This design comes from an exercise in tuning for small area, a short achievable clock period and few clock cycles per item on the open sky130 flow, not from production work.
Only simulation tests tie the RTL to the original design; equivalence was not proved.
Power and IR drop assume default switching activity.

## build 76
Design sm2_divrem, start of the top module:
module sm2_divrem (
    input  wire         clk,
    input  wire         rst,       
    input  wire         start,     
    input  wire         a_sign,    
    input  wire [575:0] a_mag,
    input  wire         b_sign,    
    input  wire [575:0] b_mag,
    output wire         ready,
    output reg          done,      
    output reg          divz,      
    output reg          q_sign,
    output wire [575:0] q_mag,
    output reg          r_sign,
    output wire [575:0] r_mag
);
    localparam [3:0] S_IDLE  = 4'd0,
                     S_FIRST = 4'd1,    
                     S_ALIGN = 4'd2,    
                     S_CHECK = 4'd3,    
                     S_POST  = 4'd4,    
                     S_ITER  = 4'd5,    
                     S_FIX   = 4'd6,    
                     S_ROT   = 4'd7,    
                     S_INCW  = 4'd8;    
    localparam [1:0] B_LOAD = 2'd0, B_L64 = 2'd1, B_L8 = 2'd2, B_R1 = 2'd3;
    reg  [3:0]   state;
    reg  [575:0] R;
    reg  [583:0] B;
    reg  [575:0] Q;
    reg  [9:0]   J;         
    reg  [6:0]   D;         
    reg  [9:0]   RC;        
    reg  [9:0]   RS;        
    reg          rcarry;    
    reg          sdiff;     
    reg          rsub;      
    reg          ge_r;      
    reg  [6:0]   tr_r, tb_r;  
    reg          afirst;    
    reg          rdy;       
    assign ready = rdy;
    assign q_mag = Q;
    assign r_mag = R;
    wire [575:0] sum;
    wire         cout, eq;
    sm2_divrem_addsub u_add (.x(R), .y(B), .rsub(rsub), .s(sum), .cout(cout), .eq(eq));
    wire [71:0] fr, fb;
    genvar gi;
    generate
        for (gi = 0; gi < 72; gi = gi + 1) begin : g_bytes
            assign fr[gi] = |R[8*gi +: 8];
  ...
export LEC_CHECK = 0
export ABC_AREA = 1
export CAP_MARGIN = 40
export CORE_MARGIN = 2
export CORE_UTILIZATION = 20
export CTS_CLUSTER_DIAMETER = 80
export CTS_CLUSTER_SIZE = 30
export PLACE_DENSITY = 0.3
export SLEW_MARGIN = 30
create_clock -name core_clock -period 20.0 [get_ports {clk}]
standard.sh (not shown) runs the stock make flow with config.mk's settings and CLKGATE_MAP_FILE= SYNTH_SCRIPT=/design/flow/synth_recipe.tcl, a recipe that flattens the netlist after the stock synthesis.
==> flow/flow/run.sh <==
#!/bin/bash
# The standard layout (standard.sh) with two changes to how it is made:
#  - repair_timing works for a setup margin of 14 ns, so the paths are sized
#    and buffered beyond the bare 20 ns requirement (the SDC is unchanged);
#  - the port buffers are buf_1 cells instead of the default delay buffers.
# Each step's output goes to a log file of its own here (ORFS also keeps its
# per-step logs under orfs/logs).
set -euo pipefail
bash standard.sh synth > synth.log 2>&1
bash standard.sh SETUP_SLACK_MARGIN=14 \
    "BUFFER_PORTS_ARGS=-buffer_cell sky130_fd_sc_hd__buf_1" finish > layout.log 2>&1
Testbench counts of build 76, summed over its fixed seeds: cycles 112,151, items 800.
What build 12 does differently from build 76 at the input level:
==> flow/flow/run.sh <==
#!/bin/bash
# The standard layout (standard.sh) with two changes to how it is made:
#  - repair_timing works for a setup margin of 14.3 ns, so the paths are sized
#    and buffered beyond the bare 20 ns requirement (the SDC is unchanged);
#  - the port buffers are buf_1 cells instead of the default delay buffers.
# Each step's output goes to a log file of its own here (ORFS also keeps its
# per-step logs under orfs/logs).
set -euo pipefail
bash standard.sh synth > synth.log 2>&1
bash standard.sh SETUP_SLACK_MARGIN=14.3 \
    "BUFFER_PORTS_ARGS=-buffer_cell sky130_fd_sc_hd__buf_1" finish > layout.log 2>&1
Results
| worst hold-check slack | build 76 vs build 12 | ≈ equal |. In the flow results for build 76 and build 12, the first-pass GRT wire length is larger on build 12. Going from build 76 to build 12, clock-buffer cell count grew by a few percent. Diff build 76 -> build 12: number of cells on the critical path about even, worst setup slack saw an increase, overall power of the completed layout went up, critical path arrival went down, power share of the sequential group has decreased. Per the comparison of build 12 with build 76, routed wire length +8.2 mm; core utilization saw an increase.
Inputs modified between build 12 and build 80:
Settings: a deleted CTS_CLUSTER_SIZE that had been 30; a deleted CTS_CLUSTER_DIAMETER that had been 80.
==> flow/flow/run.sh <==
#!/bin/bash
# The standard layout (standard.sh) with two changes to how it is made:
#  - repair_timing works for a setup margin of 14 ns, so the paths are sized
#    and buffered beyond the bare 20 ns requirement (the SDC is unchanged);
#  - the port buffers are buf_1 cells instead of the default delay buffers.
# Each step's output goes to a log file of its own here (ORFS also keeps its
# per-step logs under orfs/logs).
set -euo pipefail
bash standard.sh synth > synth.log 2>&1
bash standard.sh SETUP_SLACK_MARGIN=14 \
    "BUFFER_PORTS_ARGS=-buffer_cell sky130_fd_sc_hd__buf_1" finish > layout.log 2>&1
==> results.txt <==
- Build 80: no failed stages, no open violations at the end
- [compare] base=build 12 new=build 80: fraction of area in multi-input gates +1.5 points, total power consumption of the routed design lost 0.00058 W, clock share of power climbed 2.7 points.
- The sequential standard cell area was comparable across build 12 and build 80.
- Build 80 -> build 12: number of cells after detailed placement flat
- Wire length of the first global-routing pass, build 12 and build 80, higher one = build 12.
- In build 80 relative to build 12, number of fill cells had gone up slightly.
- STATUS HPWL reported at the end of detailed placement: build 80 loses against build 12
- Higher filler-free cell count of the finished design among build 12 and build 80: build 12

---

sm2_divrem, a different RTL version from the one above (not shown whole).
For scale: ~13000 cells after synthesis, roughly 1800 flip-flops, ~2300 I/O pins, ~110000 um^2 of cells after synthesis.
Settings: LEC_CHECK=0, ABC_AREA=1, CAP_MARGIN=40, CORE_MARGIN=2, CORE_UTILIZATION=20, PLACE_DENSITY=0.3, SLEW_MARGIN=30; clock period 20.0 ns.
==> flow/flow/run.sh <==
#!/bin/bash
# The standard layout (standard.sh) with two changes to how it is made:
#  - repair_timing works for a setup margin of 14 ns, so the paths are sized
#    and buffered beyond the bare 20 ns requirement (the SDC is unchanged);
#  - the port buffers are buf_1 cells instead of the default delay buffers.
# Each step's output goes to a log file of its own here (ORFS also keeps its
# per-step logs under orfs/logs).
set -euo pipefail
bash standard.sh synth > synth.log 2>&1
bash standard.sh SETUP_SLACK_MARGIN=14 \
    "BUFFER_PORTS_ARGS=-buffer_cell sky130_fd_sc_hd__buf_1" finish > layout.log 2>&1
Testbench counts at the start, summed over its fixed seeds: cycles 112,540, items 800.
==> next run, changes <==
Settings changed: CTS_CLUSTER_DIAMETER set to 100, CTS_CLUSTER_SIZE set to 40.
Outcome: Synthesized area is unchanged. Fmax decreases slightly. Routed wire length decreases slightly. Die area is unchanged. Setup slack gets worse by 0.020 ns. Sequential power hardly moves. Clock power decreases by a quarter to a third. Cell area decreases by a few percent.

==> re-timing with driven ports <==
Ports are ideal in the flow. The routed layouts listed here were re-timed in OpenROAD.
Step 1 sets driving cells, clkbuf_16 on the clock port and buf_2 on the other inputs (assumed; they add their load-dependent delay and slew).
Step 2 times the ports against the registers' clock, not the clock port: input delays grow and output delays shrink by t, the midpoint of the rising clock arrivals with the driver on.
Three values: ideal, step 1, step 2; two values: the first two.
run | shift t [ns] | setup slack, ns | hold WS [ns] | slew at the worst register clock pin (ns) | pins driven straight from the clock port
build 76 | 1.067 | 14.021 / 13.883 / 13.184 | 0.468 / 0.468 / 0.468 | 0.09 / 0.09 | 1
build 12 | 1.075 | 14.180 / 14.036 / 13.387 | 0.466 / 0.466 / 0.466 | 0.10 / 0.10 | 1
build 80 | 1.075 | 13.928 / 13.783 / 13.155 | 0.467 / 0.467 / 0.467 | 0.07 / 0.07 | 1
the first run of note 2 | 1.065 | 14.022 / 13.889 / 13.851 | 0.460 / 0.460 / 0.460 | 0.07 / 0.07 | 1
the second run of note 2 | 1.028 | 14.002 / 13.868 / 14.018 | 0.468 / 0.468 / 0.468 | 0.12 / 0.12 | 1
After both steps every run listed still meets setup and hold. For build 76, which loses most, drivers alone change the setup slack by -0.138 ns; drivers and shift together by -0.837 ns.
